This is an optimization exercise on Yosys and OpenROAD, whose aim is small area, a short achievable clock period and few clock cycles, not a production implementation. In this exercise RTL edits were held to simulation tests only and were not proved equivalent to the original. The clock port is modelled as an ideal driver; clocking choices that lean on that would not hold on a real chip. Power and IR drop assume default switching activity.

[flow/flow/run.sh]
#!/bin/bash
# Own layout flow: the standard flow (standard.sh, with its unchanged
# synthesis, floorplan, power grid, placement and routing) with these changes:
#  - the port buffers that buffer_ports inserts are buf_4 cells instead of
#    the default delay-cell buffers;
#  - clock tree synthesis without dummy loads and with larger sink clusters
#    (up to 25 sinks within 80 um);
#  - after CTS the tree's root buffer is split into four (root4.tcl), so the
#    clock port drives four root buffers, one per quarter of the tree;
#  - timing repair aims for 18 ns of setup slack on the 24 ns clock.
# Tool output goes to the *.log files here and to the ORFS logs under orfs/.
set -euo pipefail
export BUFFER_PORTS_ARGS="-buffer_cell sky130_fd_sc_hd__buf_4"
export CTS_ARGS="-sink_clustering_enable -repair_clock_nets -dont_use_dummy_load -sink_clustering_size 25 -sink_clustering_max_diameter 80"
export SETUP_SLACK_MARGIN=18.0
bash standard.sh synth floorplan place cts > standard_cts.log 2>&1
R=orfs/results/$FLOW_PLATFORM/sappy_voice/base
cp $R/4_cts.odb $R/4_cts_tritoncts.odb
ODB_IN=$R/4_cts_tritoncts.odb ODB_OUT=$R/4_cts.odb \
LIB=$FLOW_HOME/platforms/$FLOW_PLATFORM/lib/sky130_fd_sc_hd__tt_025C_1v80.lib \
  openroad -no_init -exit flow/root4.tcl > root4.log 2>&1
bash standard.sh > standard.log 2>&1
[flow/flow/root4.tcl]
# Splits the clock tree's root buffer into four: the clock port then drives
# four clkbuf_16 cells, each placed at the centre of one quarter of the
# root's loads (the next level of the tree) and driving only that quarter.
# The rest of the tree (built by CTS) is unchanged. Run on 4_cts.odb.
read_db $::env(ODB_IN)
set block [ord::get_db_block]
set clknet [$block findNet clk]
set its [$clknet getITerms]
if {[llength $its] != 1} { puts "root4: clock port drives [llength $its] pins, nothing done"; write_db $::env(ODB_OUT); exit 0 }
set root [[lindex $its 0] getInst]
set rnet [[$root findITerm X] getNet]
set loads {}
foreach it [$rnet getITerms] { if {[$it getInst] ne $root} { lappend loads $it } }
proc ctr {it} {
  set b [[$it getInst] getBBox]
  return [list [expr {([$b xMin] + [$b xMax]) / 2}] [expr {([$b yMin] + [$b yMax]) / 2}]]
}
set sx 0; set sy 0
foreach it $loads { lassign [ctr $it] x y; set sx [expr {$sx + $x}]; set sy [expr {$sy + $y}] }
set cx [expr {$sx / [llength $loads]}]; set cy [expr {$sy / [llength $loads]}]
set groups [dict create 0 {} 1 {} 2 {} 3 {}]
foreach it $loads {
  lassign [ctr $it] x y
  dict lappend groups [expr {($x > $cx ? 1 : 0) + ($y > $cy ? 2 : 0)}] $it
}
set m [[[$root getMaster] getLib] findMaster sky130_fd_sc_hd__clkbuf_16]
set first 1
for {set q 0} {$q < 4} {incr q} {
  set g [dict get $groups $q]
  if {[llength $g] == 0} continue
  set sx 0; set sy 0
  foreach it $g { lassign [ctr $it] x y; set sx [expr {$sx + $x}]; set sy [expr {$sy + $y}] }
  set gx [expr {$sx / [llength $g]}]; set gy [expr {$sy / [llength $g]}]
  if {$first} {
    set inst $root
    set first 0
  } else {
    set inst [odb::dbInst_create $block $m "clkbuf_root_$q"]
    set net [odb::dbNet_create $block "clknet_root_$q"]
    $net setSigType CLOCK
    [$inst findITerm A] connect $clknet
    [$inst findITerm X] connect $net
    foreach it $g { $it disconnect; $it connect $net }
  }
  $inst setLocation [expr {int($gx)}] [expr {int($gy)}]
  $inst setPlacementStatus PLACED
  puts "root4: group $q with [llength $g] loads at $gx $gy"
}
read_liberty $::env(LIB)
detailed_placement
check_placement
write_db $::env(ODB_OUT)
[flow/standard.sh]
#!/bin/bash
# synth_recipe.tcl (not shown) runs the flow's synth.tcl, then flattens the netlist and writes it again
# the make line also repeats each setting of config.mk as NAME=value (left out here)
make -C /OpenROAD-flow-scripts/flow DESIGN_CONFIG=/design/flow/config.mk WORK_HOME=/design/flow/orfs CLKGATE_MAP_FILE= SYNTH_SCRIPT=/design/flow/synth_recipe.tcl "${@:-finish}"
[flow/config.mk]
export PLATFORM = sky130hd
export DESIGN_NAME = sappy_voice
export DESIGN_NICKNAME = sappy_voice
export VERILOG_FILES = /design/flow/design.v
export SDC_FILE = /design/flow/constraint.sdc
export NUM_CORES = 8
export LEC_CHECK = 0
export CAP_MARGIN = 20
export CORE_MARGIN = 2
export CORE_UTILIZATION = 58
export PLACE_DENSITY = 0.7
export SLEW_MARGIN = 20
[flow/constraint.sdc]
create_clock -name core_clock -period 24.0 [get_ports {clk}]
set_input_delay 4.8000 -clock core_clock [delete_from_list [all_inputs] [get_ports {clk}]]
set_output_delay 4.8000 -clock core_clock [all_outputs]
set_load 0.01 [all_outputs]
[flow/design.v]
module sappy_chan (
    input  [3:0]  fe,        
    input  [5:4]  fs,        
    input         iz,        
    input  [31:0] ph,
    input  [2:0]  cy,
    input  [35:0] inc,
    input  [14:0] lfsr,
    input  [1:0]  dsh,       
    input         kind,
    input         rl,        
    input         tok,       
    output [31:0] ph_n,
    output [2:0]  cy_n,
    output        msk_n,     
    output [14:0] lfsr_n
);
    function [11:0] radd11;
        input [10:0] a;
        input [10:0] b;
        input        c;
        integer i;
        reg cc;
        begin
            cc = c;
            for (i = 0; i < 11; i = i + 1) begin
                radd11[i] = a[i] ^ b[i] ^ cc;
                cc = (a[i] & b[i]) | (cc & (a[i] ^ b[i]));
            end
            radd11[11] = cc;
        end
    endfunction
    wire [3:0]  ge = fe & {4{~iz}};
    wire [11:0] s0 = radd11(ph[10:0],  inc[10:0]  & {11{ge[0]}}, 1'b0);
    wire [11:0] s1 = radd11(ph[21:11], inc[21:11] & {11{ge[1]}}, cy[0]);
    wire [11:0] s2 = radd11({1'b0, ph[31:22]}, {1'b0, inc[31:22] & {10{ge[2]}}}, cy[1]);
    assign ph_n = {s2[9:0], s1[10:0], s0[10:0]};
    assign cy_n = {s2[10], s1[11], s0[11]};
    reg [2:0] lim;
    always @(*) begin
        case (dsh)
            2'd0: lim = 3'd1;
            2'd1: lim = 3'd2;
            2'd2: lim = 3'd4;
            default: lim = 3'd6;
        endcase
    end
    wire sqh = ph[31:29] < lim;
    function [14:0] lstep;
        input [14:0] x;
        input        shrt;
        input integer s;
        reg [22:0] e;
        reg [29:0] y;
        integer j;
        begin
            e[6:0] = x[6:0];
            for (j = 7; j < 23; j = j + 1) e[j] = e[j-7] ^ e[j-6];
            y[14:0] = x;
            for (j = 15; j < 30; j = j + 1) y[j] = y[j-15] ^ y[j-14];
            for (j = 0; j < 15; j = j + 1) begin
                if (shrt && j <= 6) lstep[j] = e[j+s];
                else                lstep[j] = y[j+s];
            end
        end
    endfunction
    wire [3:0]  q  = inc[35:32] & {4{~iz}};
    wire [1:0]  k0 = {1'b0, cy[2]} + ((|q[3:1]) ? 2'd2 : q[1:0]);           
    wire [1:0]  k1 = q <= 4'd2 ? 2'd0 : q >= 4'd5 ? 2'd3 : q[1:0] - 2'd2;     
    wire [1:0]  k2 = q <= 4'd5 ? 2'd0 : q >= 4'd8 ? 2'd3 : q[1:0] - 2'd1;     
    wire [1:0]  k  = fe[3] ? k0 : fs[4] ? k1 : fs[5] ? k2 : 2'd0;
    wire        sh = dsh[0];
    wire [14:0] l1 = k[0] ? lstep(lfsr, sh, 1) : lfsr;
    wire [14:0] l8 = k[1] ? lstep(l1,   sh, 2) : l1;
    assign lfsr_n = l8;
    assign msk_n = rl && (tok || (kind ? !l8[0] : sqh));
endmodule
module sappy_voice (
    input             clk,
    input             rst,
    input             cmd_valid,
    output            cmd_ready,
    input      [2:0]  cmd_op,
    input      [3:0]  cmd_ch,
    input      [65:0] cmd_arg,
    output reg        frame_valid,
    output reg [15:0] frame_l,
    output reg [15:0] frame_r,
    output reg [11:0] frame_live
);
    localparam NCH = 12;
    localparam OP_NOTE = 3'd1, OP_MOD = 3'd2, OP_TICK = 3'd3, OP_FRAME = 3'd4, OP_STOP = 3'd5;
    localparam ST_ATT = 2'd0, ST_DEC = 2'd1, ST_SUS = 2'd2, ST_REL = 2'd3;
    localparam PH = 0, CY = 32, MSK = 35, LF = 36, INC = 51, GL = 87, GR = 95,
               RL = 103, KD = 104, DSH = 105;
    localparam KEY = 107, BV = 114, MZ = 124, VE = 125, PAN = 132, VEL = 139,
               GATE = 146, AA = 162, DD = 170, SS = 178, RR = 186, ENV = 194,
               ADSR = 202, DRG = 204, DRI = 205, IZ = 206, ED = 207, ID = 208;
    localparam W = 209;
    function [47:0] csa24;
        input [23:0] a, b, c;
        csa24 = {((a & b) | (a & c) | (b & c)) << 1, a ^ b ^ c};
    endfunction
    function [21:0] mul15x7;
        input [14:0] a;
        input [6:0]  b;
        reg [23:0] p0, p1, p2, p3, p4, p5, p6;
        reg [47:0] x0, x1, x2, x3, x4;
        begin
            p0 = b[0] ? {9'd0, a}       : 24'd0;
            p1 = b[1] ? {8'd0, a, 1'd0} : 24'd0;
            p2 = b[2] ? {7'd0, a, 2'd0} : 24'd0;
            p3 = b[3] ? {6'd0, a, 3'd0} : 24'd0;
            p4 = b[4] ? {5'd0, a, 4'd0} : 24'd0;
            p5 = b[5] ? {4'd0, a, 5'd0} : 24'd0;
            p6 = b[6] ? {3'd0, a, 6'd0} : 24'd0;
            x0 = csa24(p0, p1, p2);
            x1 = csa24(p3, p4, p5);
            x2 = csa24(x0[23:0], x0[47:24], x1[23:0]);
            x3 = csa24(x1[47:24], p6, x2[23:0]);
            x4 = csa24(x2[47:24], x3[23:0], x3[47:24]);
            mul15x7 = x4[21:0] + x4[45:24];
        end
    endfunction
    function [14:0] mul8x7;
        input [7:0] a;
        input [6:0] b;
        reg [23:0] p0, p1, p2, p3, p4, p5, p6;
        reg [47:0] x0, x1, x2, x3, x4;
        begin
            p0 = b[0] ? {16'd0, a}       : 24'd0;
            p1 = b[1] ? {15'd0, a, 1'd0} : 24'd0;
            p2 = b[2] ? {14'd0, a, 2'd0} : 24'd0;
            p3 = b[3] ? {13'd0, a, 3'd0} : 24'd0;
            p4 = b[4] ? {12'd0, a, 4'd0} : 24'd0;
            p5 = b[5] ? {11'd0, a, 5'd0} : 24'd0;
            p6 = b[6] ? {10'd0, a, 6'd0} : 24'd0;
            x0 = csa24(p0, p1, p2);
            x1 = csa24(p3, p4, p5);
            x2 = csa24(x0[23:0], x0[47:24], x1[23:0]);
            x3 = csa24(x1[47:24], p6, x2[23:0]);
            x4 = csa24(x2[47:24], x3[23:0], x3[47:24]);
            mul8x7 = x4[14:0] + x4[38:24];
        end
    endfunction
    reg        pend;         
    reg        rdy;          
    reg [2:0]  xop;
    reg [3:0]  xch;
    reg [65:0] xarg;
    assign cmd_ready = rdy;
    wire slow_cmd = (cmd_op == OP_NOTE || cmd_op == OP_MOD) ? (cmd_ch < 4'd12)
                  : (cmd_op == OP_TICK || cmd_op == OP_STOP);
    reg fe0, fe1, fe2, fe3, fe4;         
    reg fs4, fs5;                        
    reg [1:0] fwait;                     
    reg tt2, tt3, tt4;                   
    wire drained = !(fe0 | fe1 | fe2 | fe3 | fs4 | fs5);
    reg  rr;
    wire acc = cmd_valid && !pend && fwait == 2'd0 && !rr;
    reg  [3:0] hc;           
    wire       x_note = pend && xop == OP_NOTE;
    wire       x_mod  = pend && xop == OP_MOD;
    wire       x_tick = pend && xop == OP_TICK;
    wire       x_stop = pend && xop == OP_STOP;
    wire       at_head = hc == xch;
    wire [3:0] hc6     = hc >= 4'd6 ? hc - 4'd6 : hc + 4'd6;    
    wire       at_six  = hc6 == xch;
    wire       note_ex = x_note && at_head && drained;
    wire       mod_ex  = x_mod && (at_head || at_six);
    reg        sact;
    reg  [3:0] sc;
    wire       stop_ex = sact && sc == 4'd11;
    reg        tst;          
    reg [4:1]  gp;           
    reg [13:1] ip;           
    reg [3:0]  ic;           
    reg        all_done;
    wire       tick_end = tst && all_done && !(|ip);
    wire       tstart   = acc && cmd_op == OP_TICK;
    reg        tokp;         
    wire       tok_go   = (tokp || tick_end) && !(|gp[2:1]);
    wire       done_ex  = note_ex || mod_ex || stop_ex || tick_end;
    wire [12*W-1:0] CUR;     
    wire [12*W-1:0] NXT;     
    genvar p;
    generate
        for (p = 0; p < NCH; p = p + 1) begin : pos
            reg [W-1:0] r;
            assign CUR[p*W +: W] = r;
            always @(posedge clk) r <= NXT[((p + 1) % NCH)*W +: W];
        end
    endgenerate
    wire [W-1:0] h = CUR[0 +: W];
    wire         h_rl   = h[RL];
    wire [1:0]   h_st   = h[ADSR +: 2];
    wire [15:0]  h_gate = h[GATE +: 16];
    wire [7:0]   h_env  = h[ENV +: 8];
    wire [7:0]   h_a    = h[AA +: 8];
    wire [7:0]   h_d    = h[DD +: 8];
    wire [7:0]   h_s    = h[SS +: 8];
    wire [7:0]   h_r    = h[RR +: 8];
    reg  [1:0]  st_a, st_b;
    reg  [15:0] gate_n;
    reg  [8:0]  env_b;
    reg         live_n;
    always @(*) begin
        st_a   = h_st;
        gate_n = h_gate;
        if (h_st != ST_REL) begin
            if (h_gate == 16'd0) st_a = ST_REL;
            else                 gate_n = h_gate - 16'd1;
        end
        st_b   = st_a;
        env_b  = {1'b0, h_env};
        live_n = h_rl;
        case (st_a)
            ST_ATT: begin
                env_b = h_env + h_a;
                if (env_b > 9'd255) env_b = 9'd255;
                if (env_b == 9'd255) st_b = ST_DEC;
            end
            ST_DEC: begin
                if ({1'b0, h_env} < {1'b0, h_s} + {1'b0, h_d}) env_b = {1'b0, h_s};
                else                                           env_b = h_env - h_d;
                if (env_b[7:0] == h_s) st_b = ST_SUS;
            end
            ST_REL: begin
                if (h_r == 8'd0 || h_env <= h_r) env_b = 9'd0;
                else                             env_b = h_env - h_r;
                if (env_b == 9'd0) live_n = 1'b0;
            end
            default: ;
        endcase
    end
    wire need_g = h_rl && (h[DRG] || st_a != ST_SUS);
    wire ivis   = tst && !h[ID];
    wire icap_t = ivis && h_rl && h[DRI] && ic == 4'd10;
    wire icap_n = note_ex && ic == 4'd10;
    wire icap   = icap_t || icap_n;
    wire ecap   = tst && drained && !h[ED] && (!need_g || (!gp[2] && !icap_t));
    wire gcap   = ecap && need_g;
    reg  [14:0] R1;          
    reg  [7:0]  R2;          
    reg  [22:0] R3;          
    wire [W-1:0] s11 = CUR[11*W +: W];
    wire [W-1:0] s10 = CUR[10*W +: W];
    wire [W-1:0] s9  = CUR[9*W +: W];
    wire [7:0]  m1a = gp[3] ? R2 : s11[ENV +: 8];
    wire [6:0]  m1b = gp[3] ? (s9[MZ] ? 7'd0 : s9[PAN +: 7]) : s11[VEL +: 7];
    wire [14:0] m1p = mul8x7(m1a, m1b);
    reg  [6:0]  mB;          
    wire [21:0] m2p = mul15x7(R1, mB);
    wire [7:0]  g_r = R3[14:7];
    wire [7:0]  g_l = R3[22:15] - R3[14:7] - {7'd0, |R3[6:0]};
    wire [9:0]  bv_h = h[MZ] ? 10'd0 : h[BV +: 10];
    wire [6:0]  key_h = note_ex ? xarg[6:0] : h[KEY +: 7];
    wire signed [14:0] praw = $signed({2'b00, key_h, 6'd0}) + $signed({{5{bv_h[9]}}, bv_h});
    wire [12:0] pcl  = praw < 0 ? 13'd0 : praw > 15'sd8191 ? 13'd8191 : praw[12:0];
    reg  [12:0] ia_p;        
    reg         ia_k;
    reg  [3:0]  ib_n;        
    reg  [1:0]  ib_j;        
    reg  [1:0]  ib_q;        
    reg  [12:0] ic_d;        
    wire [7:0] dm12_a =
        ia_p[12:6] == 7'd0 ? 8'd83 :
        ia_p[12:6] == 7'd1 ? 8'd84 :
        ia_p[12:6] == 7'd2 ? 8'd85 :
        ia_p[12:6] == 7'd3 ? 8'd86 :
        ia_p[12:6] == 7'd4 ? 8'd87 :
        ia_p[12:6] == 7'd5 ? 8'd88 :
        ia_p[12:6] == 7'd6 ? 8'd89 :
        ia_p[12:6] == 7'd7 ? 8'd90 :
        ia_p[12:6] == 7'd8 ? 8'd91 :
        ia_p[12:6] == 7'd9 ? 8'd96 :
        ia_p[12:6] == 7'd10 ? 8'd97 :
        ia_p[12:6] == 7'd11 ? 8'd98 :
        ia_p[12:6] == 7'd12 ? 8'd99 :
        ia_p[12:6] == 7'd13 ? 8'd100 :
        ia_p[12:6] == 7'd14 ? 8'd101 :
        ia_p[12:6] == 7'd15 ? 8'd102 :
        ia_p[12:6] == 7'd16 ? 8'd103 :
        ia_p[12:6] == 7'd17 ? 8'd104 :
        ia_p[12:6] == 7'd18 ? 8'd105 :
        ia_p[12:6] == 7'd19 ? 8'd106 :
        ia_p[12:6] == 7'd20 ? 8'd107 :
        ia_p[12:6] == 7'd21 ? 8'd112 :
        ia_p[12:6] == 7'd22 ? 8'd113 :
        ia_p[12:6] == 7'd23 ? 8'd114 :
        ia_p[12:6] == 7'd24 ? 8'd115 :
        ia_p[12:6] == 7'd25 ? 8'd116 :
        ia_p[12:6] == 7'd26 ? 8'd117 :
        ia_p[12:6] == 7'd27 ? 8'd118 :
        ia_p[12:6] == 7'd28 ? 8'd119 :
        ia_p[12:6] == 7'd29 ? 8'd120 :
        ia_p[12:6] == 7'd30 ? 8'd121 :
        ia_p[12:6] == 7'd31 ? 8'd122 :
        ia_p[12:6] == 7'd32 ? 8'd123 :
        ia_p[12:6] == 7'd33 ? 8'd128 :
        ia_p[12:6] == 7'd34 ? 8'd129 :
        ia_p[12:6] == 7'd35 ? 8'd130 :
        ia_p[12:6] == 7'd36 ? 8'd131 :
        ia_p[12:6] == 7'd37 ? 8'd132 :
        ia_p[12:6] == 7'd38 ? 8'd133 :
        ia_p[12:6] == 7'd39 ? 8'd134 :
        ia_p[12:6] == 7'd40 ? 8'd135 :
        ia_p[12:6] == 7'd41 ? 8'd136 :
        ia_p[12:6] == 7'd42 ? 8'd137 :
        ia_p[12:6] == 7'd43 ? 8'd138 :
        ia_p[12:6] == 7'd44 ? 8'd139 :
        ia_p[12:6] == 7'd45 ? 8'd144 :
        ia_p[12:6] == 7'd46 ? 8'd145 :
        ia_p[12:6] == 7'd47 ? 8'd146 :
        ia_p[12:6] == 7'd48 ? 8'd147 :
        ia_p[12:6] == 7'd49 ? 8'd148 :
        ia_p[12:6] == 7'd50 ? 8'd149 :
        ia_p[12:6] == 7'd51 ? 8'd150 :
        ia_p[12:6] == 7'd52 ? 8'd151 :
        ia_p[12:6] == 7'd53 ? 8'd152 :
        ia_p[12:6] == 7'd54 ? 8'd153 :
        ia_p[12:6] == 7'd55 ? 8'd154 :
        ia_p[12:6] == 7'd56 ? 8'd155 :
        ia_p[12:6] == 7'd57 ? 8'd160 :
        ia_p[12:6] == 7'd58 ? 8'd161 :
        ia_p[12:6] == 7'd59 ? 8'd162 :
        ia_p[12:6] == 7'd60 ? 8'd163 :
        ia_p[12:6] == 7'd61 ? 8'd164 :
        ia_p[12:6] == 7'd62 ? 8'd165 :
        ia_p[12:6] == 7'd63 ? 8'd166 :
        ia_p[12:6] == 7'd64 ? 8'd167 :
        ia_p[12:6] == 7'd65 ? 8'd168 :
        ia_p[12:6] == 7'd66 ? 8'd169 :
        ia_p[12:6] == 7'd67 ? 8'd170 :
        ia_p[12:6] == 7'd68 ? 8'd171 :
        ia_p[12:6] == 7'd69 ? 8'd176 :
        ia_p[12:6] == 7'd70 ? 8'd177 :
        ia_p[12:6] == 7'd71 ? 8'd178 :
        ia_p[12:6] == 7'd72 ? 8'd179 :
        ia_p[12:6] == 7'd73 ? 8'd180 :
        ia_p[12:6] == 7'd74 ? 8'd181 :
        ia_p[12:6] == 7'd75 ? 8'd182 :
        ia_p[12:6] == 7'd76 ? 8'd183 :
        ia_p[12:6] == 7'd77 ? 8'd184 :
        ia_p[12:6] == 7'd78 ? 8'd185 :
        ia_p[12:6] == 7'd79 ? 8'd186 :
        ia_p[12:6] == 7'd80 ? 8'd187 :
        ia_p[12:6] == 7'd81 ? 8'd192 :
        ia_p[12:6] == 7'd82 ? 8'd193 :
        ia_p[12:6] == 7'd83 ? 8'd194 :
        ia_p[12:6] == 7'd84 ? 8'd195 :
        ia_p[12:6] == 7'd85 ? 8'd196 :
        ia_p[12:6] == 7'd86 ? 8'd197 :
        ia_p[12:6] == 7'd87 ? 8'd198 :
        ia_p[12:6] == 7'd88 ? 8'd199 :
        ia_p[12:6] == 7'd89 ? 8'd200 :
        ia_p[12:6] == 7'd90 ? 8'd201 :
        ia_p[12:6] == 7'd91 ? 8'd202 :
        ia_p[12:6] == 7'd92 ? 8'd203 :
        ia_p[12:6] == 7'd93 ? 8'd208 :
        ia_p[12:6] == 7'd94 ? 8'd209 :
        ia_p[12:6] == 7'd95 ? 8'd210 :
        ia_p[12:6] == 7'd96 ? 8'd211 :
        ia_p[12:6] == 7'd97 ? 8'd212 :
        ia_p[12:6] == 7'd98 ? 8'd213 :
        ia_p[12:6] == 7'd99 ? 8'd214 :
        ia_p[12:6] == 7'd100 ? 8'd215 :
        ia_p[12:6] == 7'd101 ? 8'd216 :
        ia_p[12:6] == 7'd102 ? 8'd217 :
        ia_p[12:6] == 7'd103 ? 8'd218 :
        ia_p[12:6] == 7'd104 ? 8'd219 :
        ia_p[12:6] == 7'd105 ? 8'd224 :
        ia_p[12:6] == 7'd106 ? 8'd225 :
        ia_p[12:6] == 7'd107 ? 8'd226 :
        ia_p[12:6] == 7'd108 ? 8'd227 :
        ia_p[12:6] == 7'd109 ? 8'd228 :
        ia_p[12:6] == 7'd110 ? 8'd229 :
        ia_p[12:6] == 7'd111 ? 8'd230 :
        ia_p[12:6] == 7'd112 ? 8'd231 :
        ia_p[12:6] == 7'd113 ? 8'd232 :
        ia_p[12:6] == 7'd114 ? 8'd233 :
        ia_p[12:6] == 7'd115 ? 8'd234 :
        ia_p[12:6] == 7'd116 ? 8'd235 :
        ia_p[12:6] == 7'd117 ? 8'd240 :
        ia_p[12:6] == 7'd118 ? 8'd241 :
        ia_p[12:6] == 7'd119 ? 8'd242 :
        ia_p[12:6] == 7'd120 ? 8'd243 :
        ia_p[12:6] == 7'd121 ? 8'd244 :
        ia_p[12:6] == 7'd122 ? 8'd245 :
        ia_p[12:6] == 7'd123 ? 8'd246 :
        ia_p[12:6] == 7'd124 ? 8'd247 :
        ia_p[12:6] == 7'd125 ? 8'd248 :
        ia_p[12:6] == 7'd126 ? 8'd249 :
        8'd250;
    wire [12:0] tdif_a =
        dm12_a[3:0] == 4'd0 ? 13'd3897 :
        dm12_a[3:0] == 4'd1 ? 13'd4129 :
        dm12_a[3:0] == 4'd2 ? 13'd4374 :
        dm12_a[3:0] == 4'd3 ? 13'd4634 :
        dm12_a[3:0] == 4'd4 ? 13'd4910 :
        dm12_a[3:0] == 4'd5 ? 13'd5202 :
        dm12_a[3:0] == 4'd6 ? 13'd5511 :
        dm12_a[3:0] == 4'd7 ? 13'd5839 :
        dm12_a[3:0] == 4'd8 ? 13'd6186 :
        dm12_a[3:0] == 4'd9 ? 13'd6554 :
        dm12_a[3:0] == 4'd10 ? 13'd6943 :
        13'd7357;
    wire [21:0] t22_n =
        ib_n == 4'd0 ? 22'd1441792 :
        ib_n == 4'd1 ? 22'd1527526 :
        ib_n == 4'd2 ? 22'd1618364 :
        ib_n == 4'd3 ? 22'd1714592 :
        ib_n == 4'd4 ? 22'd1816540 :
        ib_n == 4'd5 ? 22'd1924560 :
        ib_n == 4'd6 ? 22'd2039004 :
        ib_n == 4'd7 ? 22'd2160246 :
        ib_n == 4'd8 ? 22'd2288704 :
        ib_n == 4'd9 ? 22'd2424796 :
        ib_n == 4'd10 ? 22'd2568984 :
        22'd2721730;
    wire [4:0]  e_a  = {1'b0, dm12_a[7:4]} + (ia_k ? 5'd5 : 5'd0);
    wire [1:0]  j_a  = 2'd0 - e_a[1:0];
    wire [5:0]  sq_a = (6'd19 + {1'b0, e_a}) >> 2;   
    wire [21:0] Nd   = t22_n + {5'd0, ic_d, 4'd0} + {7'd0, ic_d, 2'd0} + {8'd0, ic_d, 1'b0};
    reg  [42:0] Z;           
    reg  [42:0] Z0;
    always @(*) begin
        case (ib_j)
            2'd0: Z0 = {1'd0, Nd, 20'd0};
            2'd1: Z0 = {2'd0, Nd, 19'd0};
            2'd2: Z0 = {3'd0, Nd, 18'd0};
            default: Z0 = {4'd0, Nd, 17'd0};
        endcase
    end
    function [42:0] dstep2;
        input [42:0] z;
        reg [8:0] t;
        begin
            t = {z[42:36], z[35:34]};
            if (t >= 9'd225)      dstep2 = {t[6:0] - 7'd97, z[33:0], 2'd3};    
            else if (t >= 9'd150) dstep2 = {t[6:0] - 7'd22, z[33:0], 2'd2};    
            else if (t >= 9'd75)  dstep2 = {t[6:0] - 7'd75, z[33:0], 2'd1};
            else                  dstep2 = {t[6:0], z[33:0], 2'd0};
        end
    endfunction
    wire zload = (ip[6] && ib_q == 2'd0) || (ip[5] && ib_q == 2'd1) ||
                 (ip[4] && ib_q == 2'd2) || (ip[3] && ib_q == 2'd3);
    wire signed [9:0] ve_raw = $signed({3'b000, xarg[22:16]}) + $signed(xarg[31:23]);
    wire [6:0] ve_new = ve_raw < 0 ? 7'd0 : ve_raw > 10'sd127 ? 7'd127 : ve_raw[6:0];
    wire [9:0] bv_new = {{3{xarg[6]}}, xarg[6:0]} + {{3{xarg[6]}}, xarg[6:0]} + {xarg[15], xarg[15:7]};
    generate
        for (p = 0; p < NCH; p = p + 1) begin : lk
            wire [W-1:0] c = CUR[p*W +: W];
            wire [31:0] ph_n;
            wire [2:0]  cy_n;
            wire        msk_n;
            wire [14:0] lf_n;
            sappy_chan u_ch (
                .fe({fe3, fe2, fe1, fe0}), .fs({fs5, fs4}), .iz(c[IZ]),
                .ph(c[PH +: 32]), .cy(c[CY +: 3]), .inc(c[INC +: 36]),
                .lfsr(c[LF +: 15]), .dsh(c[DSH +: 2]), .kind(c[KD]), .rl(c[RL]), .tok(tt2),
                .ph_n(ph_n), .cy_n(cy_n), .msk_n(msk_n), .lfsr_n(lf_n)
            );
            reg [W-1:0] n;
            always @(*) begin
                n = c;
                n[PH +: 32] = ph_n;
                n[CY +: 3]  = cy_n;
                n[MSK]      = msk_n;
                n[LF +: 15] = lf_n;
                if (p == 0) begin
                    if (note_ex) begin
                        n[PH +: 32]  = 32'd0;
                        n[CY +: 3]   = 3'd0;
                        n[LF +: 15]  = 15'h7FFF;
                        n[IZ]        = 1'b1;
                        n[GL +: 8]   = 8'd0;
                        n[GR +: 8]   = 8'd0;
                        n[RL]        = 1'b1;
                        n[KD]        = xarg[30];
                        n[DSH +: 2]  = xarg[30] ? {1'b0, xarg[33]} : xarg[32:31];
                        n[KEY +: 7]  = xarg[6:0];
                        n[VEL +: 7]  = xarg[13:7];
                        n[GATE +: 16] = xarg[29:14];
                        n[AA +: 8]   = xarg[41:34];
                        n[DD +: 8]   = xarg[49:42];
                        n[SS +: 8]   = xarg[57:50];
                        n[RR +: 8]   = xarg[65:58];
                        n[ENV +: 8]  = 8'd0;
                        n[ADSR +: 2] = ST_ATT;
                        n[DRG]       = 1'b1;
                        n[DRI]       = !icap_n;
                    end
                    if (ecap) begin
                        n[ENV +: 8]   = env_b[7:0];
                        n[GATE +: 16] = gate_n;
                        n[ADSR +: 2]  = st_b;
                        n[RL]         = live_n;
                        if (gcap) n[DRG] = 1'b0;
                        if (live_n) n[IZ] = 1'b0;
                    end
                    if (icap_t) n[DRI] = 1'b0;
                    if (ecap) n[ED] = 1'b1;
                    if (ivis && (!h_rl || !h[DRI] || icap_t)) n[ID] = 1'b1;
                end
                if ((p == 0 && x_mod && at_head) || (p == 6 && x_mod && at_six)) begin
                    n[BV +: 10]  = bv_new;
                    n[VE +: 7]   = ve_new;
                    n[PAN +: 7]  = xarg[38:32];
                    n[MZ]        = 1'b0;
                    n[DRG]       = 1'b1;
                    n[DRI]       = 1'b1;
                end
                if (p == 8 && gp[4]) begin
                    n[GL +: 8] = g_l;
                    n[GR +: 8] = g_r;
                end
                if (p == 11 && ip[13]) n[INC +: 36] = Z[35:0];
                if (p == 0 && sact) n[RL] = 1'b0;
                if (rr) n[RL] = 1'b0;
                if (rr) n[MZ] = 1'b1;
                if (tstart) begin
                    n[ED] = 1'b0;
                    n[ID] = 1'b0;
                end
            end
            assign NXT[p*W +: W] = n;
        end
    endgenerate
    integer dq;
    always @(*) begin
        all_done = 1'b1;
        for (dq = 0; dq < NCH; dq = dq + 1)
            all_done = all_done && CUR[dq*W + ED] && CUR[dq*W + ID];
    end
    reg slow;
    integer sq;
    always @(*) begin
        slow = 1'b0;
        for (sq = 0; sq < NCH; sq = sq + 1)
            if (CUR[sq*W + RL] && CUR[sq*W + KD] && !CUR[sq*W + IZ] &&
                (CUR[sq*W + INC + 35] || CUR[sq*W + INC + 34] || (CUR[sq*W + INC + 33] && CUR[sq*W + INC + 32])))
                slow = 1'b1;
    end
    wire       pend_n  = pend ? !done_ex : (acc && slow_cmd);
    wire [1:0] fwait_n = (acc && cmd_op == OP_FRAME && slow) ? 2'd2 : (fwait == 2'd0 ? 2'd0 : fwait - 2'd1);
    reg  [23:0] ml [0:11];
    reg  [23:0] mr [0:11];
    reg  [47:0] yl0, yl1, yl2, yl3, yl4, yl5, yl6, yl7, yl8, yl9;
    reg  [47:0] yr0, yr1, yr2, yr3, yr4, yr5, yr6, yr7, yr8, yr9;
    integer q;
    always @(*) begin
        for (q = 0; q < NCH; q = q + 1) begin
            if (CUR[q*W + MSK]) begin
                ml[q] = {16'd0, CUR[q*W + GL +: 8]};
                mr[q] = {16'd0, CUR[q*W + GR +: 8]};
            end else begin
                ml[q] = 24'd0;
                mr[q] = 24'd0;
            end
        end
        yl0 = csa24(ml[0], ml[1], ml[2]);
        yl1 = csa24(ml[3], ml[4], ml[5]);
        yl2 = csa24(ml[6], ml[7], ml[8]);
        yl3 = csa24(ml[9], ml[10], ml[11]);
        yl4 = csa24(yl0[23:0], yl0[47:24], yl1[23:0]);
        yl5 = csa24(yl1[47:24], yl2[23:0], yl2[47:24]);
        yl6 = csa24(yl3[23:0], yl3[47:24], yl4[23:0]);
        yl7 = csa24(yl4[47:24], yl5[23:0], yl5[47:24]);
        yl8 = csa24(yl6[23:0], yl6[47:24], yl7[23:0]);
        yl9 = csa24(yl8[23:0], yl8[47:24], yl7[47:24]);
        yr0 = csa24(mr[0], mr[1], mr[2]);
        yr1 = csa24(mr[3], mr[4], mr[5]);
        yr2 = csa24(mr[6], mr[7], mr[8]);
        yr3 = csa24(mr[9], mr[10], mr[11]);
        yr4 = csa24(yr0[23:0], yr0[47:24], yr1[23:0]);
        yr5 = csa24(yr1[47:24], yr2[23:0], yr2[47:24]);
        yr6 = csa24(yr3[23:0], yr3[47:24], yr4[23:0]);
        yr7 = csa24(yr4[47:24], yr5[23:0], yr5[47:24]);
        yr8 = csa24(yr6[23:0], yr6[47:24], yr7[23:0]);
        yr9 = csa24(yr8[23:0], yr8[47:24], yr7[47:24]);
    end
    wire [11:0] sum_l = yl9[11:0] + yl9[35:24];
    wire [11:0] sum_r = yr9[11:0] + yr9[35:24];
    reg [11:0] hl, hr, tl, tr;
    reg [11:0] livef;
    wire signed [21:0] out_l = $signed({2'b00, hl, 8'd0}) - $signed({10'd0, hl}) - $signed({3'b000, tl, 7'd0});
    wire signed [21:0] out_r = $signed({2'b00, hr, 8'd0}) - $signed({10'd0, hr}) - $signed({3'b000, tr, 7'd0});
    function [15:0] sat16;
        input signed [21:0] v;
        sat16 = v > 22'sd32767 ? 16'h7FFF : v < -22'sd32768 ? 16'h8000 : v[15:0];
    endfunction
    always @(posedge clk) begin
        hl <= sum_l;
        hr <= sum_r;
        frame_l <= sat16(out_l);
        frame_r <= sat16(out_r);
        frame_live <= livef;
        R1 <= ip[1] ? {2'd0, tdif_a} : m1p;
        mB <= ip[1] ? {1'b0, ia_p[5:0]} : (s11[MZ] ? 7'd0 : s11[VE +: 7]);
        R2 <= m2p[21:14];
        R3 <= {R2, m1p};
        Z <= zload ? Z0 : dstep2(dstep2(Z));
        ia_p <= pcl;
        ia_k <= note_ex ? xarg[30] : h[KD];
        if (ip[1]) begin
            ib_n <= dm12_a[3:0];
            ib_j <= j_a;
            ib_q <= sq_a[1:0] - 2'd2;
        end
        if (ip[2]) ic_d <= m2p[18:6];
        if (!pend) begin
            xop  <= cmd_op;
            xch  <= cmd_ch;
            xarg <= cmd_arg;
        end
        rr <= rst;
        if (rst) begin
            pend <= 1'b0;
            rdy  <= 1'b0;
            fe0 <= 1'b0; fe1 <= 1'b0; fe2 <= 1'b0; fe3 <= 1'b0; fe4 <= 1'b0;
            fs4 <= 1'b0; fs5 <= 1'b0;
            fwait <= 2'd0;
            frame_valid <= 1'b0;
        end else begin
            pend  <= pend_n;
            fwait <= fwait_n;
            rdy   <= !pend_n && fwait_n == 2'd0;
            fe0 <= acc && cmd_op == OP_FRAME;
            fe1 <= fe0; fe2 <= fe1; fe3 <= fe2; fe4 <= fe3;
            fs4 <= fe3 && slow; fs5 <= fs4;
            frame_valid <= fe4;
        end
        if (rr) begin
            tt2 <= 1'b0; tt3 <= 1'b0; tt4 <= 1'b0;
            sact <= 1'b0;
            tokp <= 1'b0;
            tl <= 12'd0; tr <= 12'd0;
            hc <= 4'd0;
            tst <= 1'b0;
            gp <= 4'd0;
            ip <= 13'd0;
            ic <= 4'd10;
            livef <= 12'd0;
        end else begin
            tt2 <= note_ex || stop_ex || tok_go;
            tt3 <= tt2;
            tokp <= (tokp || tick_end) && !tok_go;
            tt4 <= tt3;
            if (tt4) begin
                tl <= hl;
                tr <= hr;
            end
            hc <= hc == 4'd11 ? 4'd0 : hc + 4'd1;
            if (tstart) tst <= 1'b1;
            else if (tick_end)            tst <= 1'b0;
            gp <= {gp[3:1], gcap};
            ip <= {ip[12:1], icap};
            ic <= icap ? 4'd1 : (ic == 4'd10 ? 4'd10 : ic + 4'd1);
            if (x_stop && drained && !sact) begin
                sact <= 1'b1;
                sc   <= 4'd0;
            end else if (sact) begin
                sact <= !stop_ex;
                sc   <= sc + 4'd1;
            end
            if (stop_ex) livef <= 12'd0;
            else if (note_ex) livef[xch] <= 1'b1;
            else if (ecap) livef[hc] <= live_n;
        end
    end
endmodule
==> impl_metrics.json, run 1 <==
{
  "status": "finished clean",
  "p_per_area_nw_per_um2": 71.9,
  "setup_viol": 0,
  "p_leak_nw": 48.9,
  "cpPeakStageDelay_ps": 350,
  "startpoint_type": "flip-flop",
  "clkTransAtPathRegs_ps": 90,
  "hold_violations": 0,
  "fin_crit_ps": 5830,
  "gp_congestion": 0.874,
  "busiest_layer": "met2",
  "dieWidth_um": 426,
  "synth_compound_area_share_pct": 5.86,
  "final_nets": 9638,
  "maxCapViolations": 0,
  "wl_per_cell_um": 18.4,
  "clk_latency_ps": 550,
  "finish.utilization_pct": 62.6,
  "drt_first_iter_violations": 3177,
  "crit_chain": "buf_6",
  "row_count": 154,
  "crit_required_ps": 19200,
  "antenna_found_initial": 8,
  "synthFlopType": "dfxtp_1",
  "fin_ws_ps": 18170,
  "fin_cells": 10900,
  "max_freq_mhz": 172,
  "syn_area_per_cell_um2": 12.1,
  "post-place-ws_ps": 17820,
  "critical-path-top-delay-family": "flip-flops",
  "synthAdderAreaFrac_pct": 16.7,
  "netlist_area_um2": 103000,
  "die_area_um2": 181000,
  "use_met2_pct": 37.9,
  "grt_use_met3_pct": 2.27,
  "h-tree-depth": 4,
  "post-dp-hpwl_um": 150000,
  "cpMaxStageDelayCell": "dfxtp_1",
  "synth_seq_area_share_pct": 56.5,
  "grt_use_total_pct": 22.7,
  "grt_use_met1_pct": 32.1,
  "io_buffers": 121,
  "final.setup_skew_ps": 70.0,
  "hold_path.class": "flip-flop to flip-flop",
  "grt_max_degree": 61,
  "cts_root_buffer": "clkbuf_16",
  "dp.cells": 10800,
  "area_delta_synth_final_pct": 7.02,
  "cp.arrival_ps": 1030,
  "worstPathMaxFanout": 1,
  "grt_setup_unrepaired": "yes",
  "drc": 0,
  "synthXorXnorAreaFrac_pct": 1.97,
  "core_um2": 176000,
  "mostFrequentLayoutCell": "dfxtp_1",
  "yosysUniqueCellTypes": 98,
  "overflow": 0,
  "tns_ps": 0,
  "irDropWorstVdd_mv": 0.0927,
  "start_util_pct": 58.5,
  "yosys.area_share.simple_pct": 9.71,
  "drive_above_1_share_pct": 6.70,
  "grt_pass1_wl_um": 324000,
  "cts_buffer_depth": 3,
  "yosys_warnings": 4,
  "ctsHoldBuffers": 0,
  "drt_first_pass_iters": 6,
  "num_io_pins": 122,
  "hold_path_startpoint": "pos[0].r[78]$_DFF_P_",
  "muxShareOfSynthArea_pct": 5.40,
  "antenna_left": 0,
  "crit_start": "frame_r[4]$_SDFF_PN1_",
  "synth-edff-count": 98,
  "crit_path_end_kind": "primary output",
  "slew_headroom_pct": 24.3,
  "synthArstFlopShare_pct": 0,
  "final_cell_mix": "dfxtp_1, inv_1, and2_1, fa_1, nand2_1",
  "syn_inst": 8516,
  "vias": 56500,
  "slew_violations": 0,
  "synth_top_family_by_area": "adder cells",
  "synth-seq-cells": 2863,
  "crit_type": "flip-flop to primary output",
  "drt-total-wl_um": 201000,
  "fillers": 13900,
  "ctsResizeCount": 81,
  "die_h_um": 426,
  "grt_pass1_vias": 58900,
  "min_period_over_period_pct": 24.3,
  "synth_fp_nets": 9574,
  "cts.sinks": 2863,
  "cts_setup_buffers": 0,
  "cts_tree": "done",
  "critPathBufInv": 1,
  "vias_per_cell": 5.17,
  "worst_slew_pin_slew_ps": 1140,
  "r2r_start": "pos[1].r[206]$_DFF_P_",
  "numCtsBuffers": 144
}
[cell type report]
cell class | instances | area, um2 | share of cell area (%)
Multi-Input combinational cell | 4594 | 41000 | 37.2
Tap cell | 2340 | 2930 | 2.65
Inverter | 814 | 3060 | 2.77
Sequential cell | 2863 | 58300 | 52.8
Timing Repair Buffer | 160 | 1380 | 1.25
Antenna cell | 7 | 17.5 | 0.0159
Clock buffer | 144 | 3600 | 3.26
Buffer | 3 | 75.1 | 0.0680
[stage by stage]
step / hold slack [ps] / power [W] / cell area (um2)
6_report: 292 / 0.00794 / 110000
3_5_place_dp: 312 / 0.00556 / 106000
5_1_grt: 290 / 0.00825 / 110000
2_1_floorplan: 310 / 0.00542 / 103000
3_3_place_gp: 310 / 0.00555 / 106000
4_1_cts: 291 / 0.00799 / 110000
[power by group]
group,leakage [nW],internal [W],switching (W)
Clock,1.81,0.00110,0.00139
Sequential,23.3,0.00486,0.0000797
Combinational,23.7,0.000206,0.000317
[Yosys cell counts (7+ instances only)]
| master | count | area [um2] |
|---|---|---|
| a211oi_1 | 28 | 210 |
| a21boi_0 | 9 | 67.6 |
| a21o_1 | 57 | 428 |
| a21oi_1 | 250 | 1250 |
| a221o_1 | 10 | 100 |
| a221oi_1 | 15 | 131 |
| a22o_1 | 7 | 61.3 |
| a31o_2 | 7 | 61.3 |
| a31oi_1 | 34 | 213 |
| and2_1 | 667 | 4170 |
| and3_1 | 12 | 75.1 |
| buf_1 | 34 | 128 |
| clkbuf_1 | 201 | 754 |
| dfxtp_1 | 2765 | 55400 |
| edfxtp_1 | 98 | 2940 |
| fa_1 | 659 | 13200 |
| ha_1 | 323 | 4040 |
| inv_1 | 813 | 3050 |
| mux2_2 | 146 | 1640 |
| mux2i_1 | 388 | 3880 |
| nand2_1 | 428 | 1610 |
| nand2b_1 | 73 | 457 |
| nand3_1 | 43 | 215 |
| nand3b_1 | 9 | 67.6 |
| nand4_1 | 17 | 106 |
| nor2_1 | 305 | 1140 |
| nor2b_1 | 139 | 870 |
| nor3_1 | 84 | 420 |
| nor3b_1 | 11 | 82.6 |
| nor4_1 | 36 | 225 |
| o211a_1 | 10 | 100 |
| o211ai_1 | 13 | 97.6 |
| o21a_1 | 47 | 353 |
| o21ai_0 | 279 | 1400 |
| o21bai_1 | 39 | 293 |
| o22a_1 | 11 | 96.3 |
| o22ai_1 | 19 | 119 |
| o31a_1 | 18 | 158 |
| o31ai_1 | 19 | 143 |
| or2_2 | 17 | 106 |
| or3_1 | 17 | 106 |
| or4_1 | 9 | 67.6 |
| xnor2_1 | 149 | 1310 |
| xor2_1 | 75 | 657 |
[state kept, by name, summed over array words and instances, names as in the netlist, 7 cells and up]
| name | count |
|---|---|
| R1 | 15 |
| tl | 12 |
| hr | 12 |
| Z | 43 |
| mB | 7 |
| xarg | 66 |
| ia_p | 13 |
| frame_l | 16 |
| tr | 12 |
| R3 | 23 |
| ic_d | 13 |
| frame_live | 12 |
| livef | 12 |
| hl | 12 |
| pos.r | 2508 |
| ip | 13 |
| R2 | 8 |
| frame_r | 16 |
[path summary, 6_finish.rpt]
check / depth (start not counted) / slack [ps] / end
worst min register to register: 0 / 290 / pos[11].r[78]$_DFF_P_
worst max register to register: 17 / 18300 / pos[0].r[21]$_DFF_P_
worst max-delay path: 1 / 18170 / frame_r[4]
worst min-delay path: 0 / 290 / pos[11].r[78]$_DFF_P_
[metal layers]
layer | share of wire (%) | vias up
li1 | - | 27400
met1 | 47 | 27800
met2 | 48 | 974
met3 | 3.7 | 269
met4 | 2.1 | 0
met5 | 0 | -
[logic make-up after synthesis]
group	Yosys count
adder cells (fa/ha/maj)	982
AO/OA/AOI/OAI	953
buffers and inverters	1059
flip-flops	2863
XOR/XNOR	227
multiplexers	536
AND/OR/NAND/NOR	1896
Testbench counts, summed over its fixed seeds: cycles 162,754.
==> run 2, diff against run 1 <==
--- a/flow/flow/root4.tcl
+++ b/flow/flow/root4.tcl
@@ -1,6 +1,7 @@
 # Splits the clock tree's root buffer into four: the clock port then drives
-# four clkbuf_16 cells, each placed at the centre of one quarter of the
-# root's loads (the next level of the tree) and driving only that quarter.
-# The rest of the tree (built by CTS) is unchanged. Run on 4_cts.odb.
+# four clkbuf_16 cells, all placed where CTS put the single root, each
+# driving one quarter of the root's loads (the next level of the tree), so
+# the port's own load stays a short reach of the same wire. The rest of the
+# tree (built by CTS) is unchanged. Run on 4_cts.odb.
 read_db $::env(ODB_IN)
 set block [ord::get_db_block]
@@ -9,4 +10,5 @@
 if {[llength $its] != 1} { puts "root4: clock port drives [llength $its] pins, nothing done"; write_db $::env(ODB_OUT); exit 0 }
 set root [[lindex $its 0] getInst]
+lassign [$root getLocation] rx ry
 set rnet [[$root findITerm X] getNet]
 set loads {}
@@ -43,7 +45,7 @@
     foreach it $g { $it disconnect; $it connect $net }
   }
-  $inst setLocation [expr {int($gx)}] [expr {int($gy)}]
+  $inst setLocation $rx $ry
   $inst setPlacementStatus PLACED
-  puts "root4: group $q with [llength $g] loads at $gx $gy"
+  puts "root4: group $q with [llength $g] loads centred at $gx $gy"
 }
 read_liberty $::env(LIB)
==> run 2 against run 1 <==
Against the previous run: maximum frequency fell by 0.41%; synthesized cell count is the same; non-clock buffer count is 1 lower; via count rose by 0.11%; clock power about the same; hold slack lost 1.7 ps; wire length grew 0.18%; largest power group unchanged; utilization about the same; critical path depth is the same; sequential power about the same; global-route usage barely moved.
==> impl_metrics.json, run 2 <==
{
  "cts_tree": "done",
  "grt_pass1_wl_um": 324000,
  "syn_area_per_cell_um2": 12.1,
  "status": "finished clean",
  "synth_top_area_share_pct": 53.6,
  "max_freq_mhz": 171,
  "crit_start": "frame_r[4]$_SDFF_PN1_",
  "cts_buffer_depth": 3,
  "area_delta_synth_final_pct": 7.02,
  "slew_violations": 0,
  "critical-path-top-delay-family": "flip-flops",
  "slew_headroom_pct": 26.1,
  "cts_root_buffer": "clkbuf_16",
  "cpMaxStageDelayCell": "dfxtp_1",
  "crit_path_end_kind": "primary output",
  "gp_congestion": 0.874,
  "yosys-top-cells-count": "dfxtp_1, inv_1, and2_1, fa_1, nand2_1",
  "hold_path.class": "flip-flop to flip-flop",
  "ctsHoldBuffers": 0,
  "post-dp-hpwl_um": 150000,
  "start_util_pct": 58.5,
  "final.setup_skew_ps": 69.1,
  "drc": 0,
  "grt_pass1_vias": 59000,
  "clkTransAtPathRegs_ps": 100,
  "antenna_found_initial": 7,
  "die_area_um2": 181000,
  "worst_slew_pin_slew_ps": 1110,
  "netlist_area_um2": 103000,
  "overflow": 0,
  "largest_reg_flops": 2508,
  "synthArstFlopShare_pct": 0,
  "h-tree-depth": 4,
  "crit_type": "flip-flop to primary output",
  "core_um2": 176000,
  "hold_violations": 0,
  "min_period_over_period_pct": 24.4,
  "synth_area_leaders": "dfxtp_1, fa_1, and2_1",
  "wl_per_cell_um": 18.4,
  "fin_crit_ps": 5850,
  "grt_setup_unrepaired": "yes",
  "cts.sinks": 2863,
  "synth_most_common_cell": "dfxtp_1",
  "crit_chain": "buf_6",
  "hold_path_startpoint": "pos[0].r[78]$_DFF_P_",
  "vias_per_cell": 5.18,
  "tns_ps": 0,
  "final_cell_mix": "dfxtp_1, inv_1, and2_1, fa_1, nand2_1",
  "die_h_um": 426,
  "drt_first_pass_iters": 6,
  "synth-seq-cells": 2863,
  "num_io_pins": 122,
  "clk_latency_ps": 590,
  "regMostFlops": "pos.r",
  "fillers": 13900,
  "placed_area_um2": 106000,
  "crit_required_ps": 19200,
  "antenna_left": 0,
  "cts_setup_buffers": 0,
  "r2r_start": "pos[1].r[206]$_DFF_P_",
  "cpPeakStageDelay_ps": 350,
  "synth_seq_area_share_pct": 56.5,
  "synth_fp_nets": 9574,
  "grt_max_degree": 61,
  "numCtsBuffers": 144,
  "mostFrequentLayoutCell": "dfxtp_1",
  "drt_first_iter_violations": 3155,
  "yosys_warnings": 4,
  "syn_inst": 8516,
  "p_leak_nw": 48.9,
  "irDropWorstVdd_mv": 0.0932,
  "setup_viol": 0,
  "dieWidth_um": 426,
  "critPathBufInv": 1,
  "maxCapViolations": 0,
  "synth_top_cell_by_area": "dfxtp_1",
  "row_count": 154,
  "cp.arrival_ps": 1050,
  "io_buffers": 121,
  "reg_top3": "pos.r x2508, xarg x66, Z x43",
  "finalInstanceArea_um2": 110000,
  "vias": 56600,
  "p_per_area_nw_per_um2": 72.0,
  "yosysUniqueCellTypes": 98,
  "drive_above_1_share_pct": 6.69,
  "grt_use_total_pct": 22.7,
  "final_nets": 9637,
  "startpoint_type": "flip-flop",
  "drt-total-wl_um": 201000,
  "synth-edff-count": 98,
  "synthFlopType": "dfxtp_1",
  "worstPathMaxFanout": 1
}
run 2: cell counts after synthesis:
Identical to the previous run, type by type.
run 2: cells by family (layout without fill, tap and decap cells):
group | after synthesis | count (layout) | share of synthesized area, %
mux | 536 | 536 | 5.40
simple gates | 1896 | 1896 | 9.71
fa+ha+maj | 982 | 982 | 16.7
buf+inv | 1059 | 1120 | 3.88
flops | 2863 | 2863 | 56.5
other cells | 0 | 8 | 0
compound gates | 953 | 953 | 5.86
xor+xnor | 227 | 227 | 1.97
run 2: final timing paths:
| path | slack, ps | cells after the start | to |
|---|---|---|---|
| worst min-delay path | 290 | 0 | pos[11].r[78]$_DFF_P_ |
| worst max register to register | 18310 | 17 | pos[0].r[21]$_DFF_P_ |
| worst max-delay path | 18150 | 1 | frame_r[4] |
| worst min register to register | 290 | 0 | pos[11].r[78]$_DFF_P_ |
run 2: area by class of cell:
class	instances	area, um2	area share (%)
Antenna cell	8	20.0	0.0181
Clock buffer	144	3600	3.26
Multi-Input combinational cell	4594	41100	37.2
Sequential cell	2863	58300	52.8
Inverter	814	3060	2.77
Tap cell	2340	2930	2.65
Buffer	3	75.1	0.0680
Timing Repair Buffer	159	1370	1.24
run 2: through the flow:
step | setup WS (ps) | util, % | total power [W] | hold slack [ps] | cells
after CTS | 17860 | 62.5 | 0.00799 | 291 | 10900
after global placement | 17790 | 60.3 | 0.00555 | 310 | 10800
after floorplan | 18250 | - | 0.00542 | 310 | 8516
final | 18150 | 62.6 | 0.00796 | 290 | 10900
after detailed placement | 17820 | 60.3 | 0.00556 | 312 | 10800
after global routing | 17950 | 62.6 | 0.00826 | 290 | 10900
run 2: report_power, final:
part,switching (W),internal [W]
sequential,0.0000796,0.00486
combinational,0.000316,0.000206
clock,0.00140,0.00110
run 2: routing by layer:
layer	GRT usage [%]	part of all wire, %	vias up
met2	37.9	47	994
met1	32.1	47	27900
met4	4.96	2.1	0
met5	0	0	-
li1	-	-	27400
met3	2.32	3.7	272
run 2: what timing repair did:
item / 4_1_cts / 5_1_grt
endpoints found under the hold margin: 0 / 0
gates resized for setup: 81 / 10
setup endpoints to repair: 47 / 5
==> run 3, diff against run 2 <==
--- a/flow/design.v
+++ b/flow/design.v
@@ -162,5 +162,4 @@
     wire       x_note = pend && xop == OP_NOTE;
     wire       x_mod  = pend && xop == OP_MOD;
-    wire       x_tick = pend && xop == OP_TICK;
     wire       x_stop = pend && xop == OP_STOP;
     wire       at_head = hc == xch;
==> run 3 against run 2 <==
Against the previous run: synthesized area decreased by 0.27%; clock skew rose by 18 ps; sequential share of layout area is 0.11 points higher; die area down 0.27%; utilization is 0.068 points lower; final area is 0.22% lower; critical path depth stayed put; critical path type unchanged; critical endpoint is now frame_live[0]; largest power group unchanged.
==> impl_metrics.json, run 3 <==
{
  "critPathBufInv": 1,
  "reg_top3": "pos.r x2508, xarg x66, Z x43",
  "overflow": 0,
  "cpPeakStageDelay_ps": 330,
  "finalPower_w": 0.00787,
  "fin_crit_ps": 5840,
  "startpoint_type": "flip-flop",
  "cts_tree": "done",
  "critical-path-top-delay-family": "flip-flops",
  "die_h_um": 425,
  "hold_path.class": "flip-flop to flip-flop",
  "ctsResizeCount": 72,
  "antenna_found_initial": 7,
  "h-tree-depth": 4,
  "setup_viol": 0,
  "crit_required_ps": 19200,
  "cts.sinks": 2863,
  "largest_reg_flops": 2508,
  "clk_latency_ps": 610,
  "drt-total-wl_um": 197000,
  "irDropWorstVdd_mv": 0.0879,
  "syn_inst": 8520,
  "yosys-top-cells-count": "dfxtp_1, inv_1, and2_1, fa_1, nand2_1",
  "clkTransAtPathRegs_ps": 90,
  "netlist_area_um2": 103000,
  "synth-seq-cells": 2863,
  "final_nets": 9647,
  "worst_slew_pin_slew_ps": 1150,
  "crit_chain": "buf_6",
  "grt_pass1_wl_um": 317000,
  "synth_area_leaders": "dfxtp_1, fa_1, and2_1",
  "status": "finished clean",
  "fillers": 13700,
  "slew_violations": 0,
  "regToRegSetupSlack_ps": 18310,
  "regMostFlops": "pos.r",
  "synth_fp_nets": 9578,
  "wl_per_cell_um": 18.0,
  "core_um2": 176000,
  "min_period_over_period_pct": 24.3,
  "maxCapViolations": 0,
  "timing.hold.ws_ps": 298,
  "yosys_warnings": 4,
  "dieWidth_um": 425,
  "vias": 56000,
  "p_per_area_nw_per_um2": 71.4,
  "vias_per_cell": 5.12,
  "grt_max_degree": 81,
  "final_cell_mix": "dfxtp_1, inv_1, and2_1, fa_1, nand2_1",
  "cpMaxStageDelayCell": "dfxtp_2",
  "drive_above_1_share_pct": 6.39,
  "p_leak_nw": 48.8,
  "ctsHoldBuffers": 0,
  "cts_root_buffer": "clkbuf_16",
  "syn_area_per_cell_um2": 12.1,
  "numCtsBuffers": 144,
  "num_io_pins": 122,
  "io_buffers": 121,
  "start_util_pct": 58.4,
  "synth_seq_area_share_pct": 56.6,
  "final.setup_skew_ps": 87.4,
  "mostFrequentLayoutCell": "dfxtp_1",
  "synth_most_common_cell": "dfxtp_1",
  "cts_buffer_depth": 3,
  "die_area_um2": 181000,
  "drt_first_iter_violations": 3188,
  "cts_setup_buffers": 0,
  "post-dp-hpwl_um": 147000,
  "synth_top_area_share_pct": 53.8,
  "crit_path_end_kind": "primary output",
  "grt_use_total_pct": 22.1,
  "synthFlopType": "dfxtp_1",
  "drc": 0,
  "worstPathMaxFanout": 1,
  "placed_area_um2": 106000,
  "crit_type": "flip-flop to primary output",
  "grt_pass1_vias": 58200,
  "finalInstanceArea_um2": 110000,
  "synth_top_cell_by_area": "dfxtp_1",
  "max_freq_mhz": 171,
  "tns_ps": 0,
  "antenna_left": 0,
  "synthArstFlopShare_pct": 0,
  "row_count": 154,
  "yosysUniqueCellTypes": 85,
  "drt_first_pass_iters": 6,
  "synth-edff-count": 98,
  "cp.arrival_ps": 1040,
  "slew_headroom_pct": 23.3,
  "hold_violations": 0,
  "grt_setup_unrepaired": "yes",
  "area_delta_synth_final_pct": 7.08,
  "gp_congestion": 0.863
}
run 3: changes by cell type in the layout (fill, tap and decap cells not counted), moves of 10 or more:
cell and delta:
nor2_1 +45, a21oi_1 +27, a211oi_1 +17, o21ai_0 -15, a31oi_1 -11, nand2_1 -10
nor3_1 -10, o21a_1 -10
run 3: logic make-up (layout without fill, tap and decap cells):
group / count (synthesis) / count (layout) / share of synthesized area (%)
buffers and inverters: 1050 / 1117 / 3.83
flip-flops: 2863 / 2863 / 56.6
multiplexers: 532 / 532 / 5.35
adder cells (fa/ha/maj): 982 / 982 / 16.7
AND/OR/NAND/NOR: 1927 / 1927 / 9.81
other: 0 / 4 / 0
AO/OA/AOI/OAI: 941 / 941 / 5.71
XOR/XNOR: 225 / 225 / 1.92
run 3: final timing paths:
| path | startpoint | to | cells past startpoint |
|---|---|---|---|
| max reg2reg | pos[0].r[206]$_DFF_P_ | pos[11].r[10]$_SDFF_PP0_ | 17 |
| min | pos[2].r[163]$_DFF_P_ | pos[1].r[163]$_DFF_P_ | 0 |
| max | frame_live[0]$_DFF_P_ | frame_live[0] | 1 |
| min reg2reg | pos[2].r[163]$_DFF_P_ | pos[1].r[163]$_DFF_P_ | 0 |
run 3: area by class of cell:
cell class / count / area [um2] / share of cell area [%]
timing repair buffer: 160 / 1380 / 1.25
multi-input combinational: 4607 / 40800 / 37.1
inverter: 810 / 3040 / 2.76
sequential: 2863 / 58300 / 52.9
clock buffer: 144 / 3600 / 3.27
antenna: 4 / 10.0 / 0.00908
buffer: 3 / 75.1 / 0.0681
tap: 2340 / 2930 / 2.66
run 3: stage by stage:
step           worst slack (ps)  cells  util (%)
3_5_place_dp              18020  10800      60.3
5_1_grt                   17960  10900      62.5
6_report                  18160  10900      62.5
3_3_place_gp              18050  10800      60.3
4_1_cts                   17870  10900      62.4
2_1_floorplan             18190   8520         -
run 3: report_power, final:
part / switching (W) / leakage [nW] / total [W] / internal, W
combinational: 0.000268 / 23.7 / 0.000448 / 0.000180
sequential: 0.0000649 / 23.4 / 0.00492 / 0.00486
clock: 0.00140 / 1.81 / 0.00250 / 0.00110
run 3: layer usage:
metal	wire length (um)	share of wire (%)	track usage [%]	vias up
met5	0	0	0	-
met4	5290	2.7	5.81	0
met3	6640	3.4	2.39	289
met2	93400	47	37.2	885
met1	91900	47	30.7	27400
li1	-	-	-	27400
Testbench counts of run 3, summed over its fixed seeds: cycles 162,754.

[port drivers added, routing unchanged]
The flow's constraints put no driver on any port. The routed layouts listed below were extracted and timed again, unchanged, in two steps.
Step 1 sets driving cells, clkbuf_16 on the clock port and buf_2 on the other inputs (assumed; they add their load-dependent delay and slew).
Step 2 moves the port delays by t, midway between the first and last clock arrival at a register: inputs arrive t later, outputs are due t later. That takes back most of the time a late clock gives input paths.
a / b / c = ideal ports / drivers / drivers and shift; a / b = the first two.
run	shift t [ns]	setup WS [ns]	cell pins on the clock port's net
run 1	0.711	18.175 / 17.991 / 17.867	4
run 2	0.665	18.151 / 18.037 / 17.853	4
run 3	0.689	18.157 / 18.035 / 18.096	4
After both steps setup and hold are still met in every run listed. The setup slack of run 1, which loses most, moves by -0.184 ns with the drivers and by -0.308 ns with both steps.
